This is an optimization exercise on Yosys and OpenROAD, whose aim is small area, a short achievable clock period and few clock cycles, not a production implementation.
The RTL was checked by simulation tests, not by an equivalence proof against the original design.
Power is estimated from default activity; no workload was simulated.

Setup of v6:
Design codex32_lagw, start of the top module:
module codex32_lagw (
    input  wire        clk,
    input  wire        rst,           
    input  wire        cmd_valid,
    output wire        cmd_ready,
    input  wire [15:0] cmd_word,
    input  wire        cmd_empty,     
    input  wire        in_valid,
    output wire        in_ready,
    input  wire [7:0]  in_data,
    input  wire        in_last,
    output wire        out_valid,
    input  wire        out_ready,
    output wire [7:0]  out_data,
    output wire        out_last,
    output wire [3:0]  out_status
);
    localparam integer NS = 31;      
    localparam integer QD = 8;       
    localparam integer QW = 3;       
    localparam [2:0] ST_OK       = 3'd0;
    localparam [2:0] ST_ILLEGAL  = 3'd1;
    localparam [2:0] ST_RANGE    = 3'd2;
    localparam [2:0] ST_BADFRAME = 3'd4;
    localparam [2:0] ST_DUP      = 3'd5;
    localparam [2:0] ST_TARGET   = 3'd6;
    localparam [2:0] ST_INVZERO  = 3'd7;
    localparam [1:0] OP_ILLEGAL = 2'd0;
    localparam [1:0] OP_GFMUL   = 2'd1;
    localparam [1:0] OP_GFINV   = 2'd2;
    localparam [1:0] OP_LAGW    = 2'd3;
    integer i;
    reg        cq0v, cq1v;
    reg  [1:0] cq0op, cq1op;
    reg  [9:0] cq0ab, cq1ab;       
    reg        cq0e, cq1e;         
    reg  [4:0] aidx;               
    reg        in_rdy;
    reg  [1:0] dec_op;
    always @(*) begin
        if (cmd_word[15:10] == 6'b001000)      dec_op = OP_GFMUL;
        else if (cmd_word[15:5] == 11'h180)    dec_op = OP_GFINV;
        else if (cmd_word[15:5] == 11'h380)    dec_op = OP_LAGW;
        else                                   dec_op = OP_ILLEGAL;
    end
    assign cmd_ready = !cq1v;
    assign in_ready  = in_rdy;
  ...
For scale: ~840 flip-flops.
Settings: LEC_CHECK=0, CAP_MARGIN=20, CORE_MARGIN=2, CORE_UTILIZATION=40, SLEW_MARGIN=20; clock period 5.0 ns.
run.sh (not shown) runs the stock make flow with config.mk's settings and CLKGATE_MAP_FILE= SYNTH_SCRIPT=/design/flow/synth_recipe.tcl, a recipe that flattens the netlist after the stock synthesis.
Testbench counts of v6, summed over its fixed seeds: cycles 3,017.
Input-level comparison between v7 and v6:
Settings: an added TNS_END_PERCENT of 100; an added ABC_CLOCK_PERIOD_IN_PS of 2500; an added SETUP_SLACK_MARGIN of 2.5.
==> results.txt <==
In v7 the global-route wire length before repair turned out 6.8% higher than in v6. Non-clock buffer count was lower in v6 than in v7. Maximum vdd ir drop, v6 and v7, higher one = v7. Compared with v6, in v7 cell area after placement climbed 710 um^2, core utilization shows an increase of 3.6 points, final wirelength +about 9%. Comparing the two runs side by side, v7 comes out ahead of v6 on minimum hold slack.

========
build 96:
Another version of the RTL of codex32_lagw (not shown whole).
Size in the first run: ~6200 cells after synthesis, about 0.053 mm² of cells after synthesis.
Settings: LEC_CHECK=0, ABC_CLOCK_PERIOD_IN_PS=2700, CAP_MARGIN=20, CORE_MARGIN=2, CORE_UTILIZATION=60, SETUP_SLACK_MARGIN=2.3, SLEW_MARGIN=20, TNS_END_PERCENT=100; clock period 5.0 ns.
Testbench counts of build 96, summed over its fixed seeds: cycles 2,985.
#### Input delta (build 48 over build 96)
# build 96
export LEC_CHECK = 0
export ABC_CLOCK_PERIOD_IN_PS = 2700
export CAP_MARGIN = 20
export CORE_MARGIN = 2
export CORE_UTILIZATION = 60
export SETUP_SLACK_MARGIN = 2.3
export SLEW_MARGIN = 20
export TNS_END_PERCENT = 100
create_clock -name core_clock -period 5.0 [get_ports {clk}]
# build 48
export LEC_CHECK = 0
export ABC_CLOCK_PERIOD_IN_PS = 2600
export CAP_MARGIN = 20
export CORE_MARGIN = 2
export CORE_UTILIZATION = 70
export SETUP_SLACK_MARGIN = 2.4
export SLEW_MARGIN = 20
export TNS_END_PERCENT = 100
create_clock -name core_clock -period 5.0 [get_ports {clk}]
### Flow results
- Wire: build 48 routes more than build 96
- In build 48, the relative area change from synthesis to final layout came out 2.1 points above the value in build 96.
- Compared with build 96, build 48 shows a higher overall routing resource usage.
The following lists how build 87 was set up differently from build 48:
# build 48
export LEC_CHECK = 0
export ABC_CLOCK_PERIOD_IN_PS = 2600
export CAP_MARGIN = 20
export CORE_MARGIN = 2
export CORE_UTILIZATION = 70
export SETUP_SLACK_MARGIN = 2.4
export SLEW_MARGIN = 20
export TNS_END_PERCENT = 100
create_clock -name core_clock -period 5.0 [get_ports {clk}]
# build 87
export LEC_CHECK = 0
export ABC_CLOCK_PERIOD_IN_PS = 3200
export CAP_MARGIN = 20
export CORE_MARGIN = 2
export CORE_UTILIZATION = 60
export SETUP_SLACK_MARGIN = 1.8
export SLEW_MARGIN = 20
export TNS_END_PERCENT = 100
create_clock -name core_clock -period 5.0 [get_ports {clk}]
[summary]
- Relative to build 48, the number of buffers added by the clock tree synthesis step of build 87 is higher by about 2.5%.
- Count of endpoints failing hold in the final timing report came out exactly the same in build 48 and build 87.
- Re count of antenna-violating nets left after detailed routing: no difference whatsoever between build 48 and build 87.
- Changes observed in build 87 relative to build 48: headroom to the max-slew limit now sits lower, cell leakage power now sits lower, vias after detailed routing now sits lower.
- From build 48 to build 87, total grt overflow did not move at all.

==> re-timing with driven ports <==
The flow's constraints put no driver on any port. The routed layouts listed below were extracted and timed again, unchanged, in two steps. Step 1: set_driving_cell puts a clkbuf_16 on clk and a buf_2 on each other input, an assumption about the parent block. Step 2 times the ports against the registers' clock, not the clock port: input delays grow and output delays shrink by t, the midpoint of the rising clock arrivals with the driver on. Three values: ideal ports, drivers, drivers and shift; two values: the first two.
| run | t, ns | slack for setup (ns) | latest minus earliest clock arrival (ns) | worst register clock-pin slew, ns |
|---|---|---|---|---|
| v6 | 0.768 | 1.143 / 1.143 / 0.798 | 0.029 / 0.028 | 0.07 / 0.07 |
| v7 | 0.783 | 1.771 / 1.771 / 1.506 | 0.074 / 0.074 | 0.07 / 0.07 |
| build 96 | 0.736 | 2.267 / 2.267 / 1.629 | 0.043 / 0.042 | 0.07 / 0.07 |
| build 48 | 0.723 | 2.294 / 2.294 / 1.717 | 0.025 / 0.026 | 0.07 / 0.07 |
| build 87 | 0.723 | 1.955 / 1.955 / 1.285 | 0.027 / 0.028 | 0.07 / 0.07 |
After both steps setup and hold are still met in every run listed. The setup slack of build 87, which loses most, moves by 0.000 ns with the drivers and by -0.670 ns with both steps.
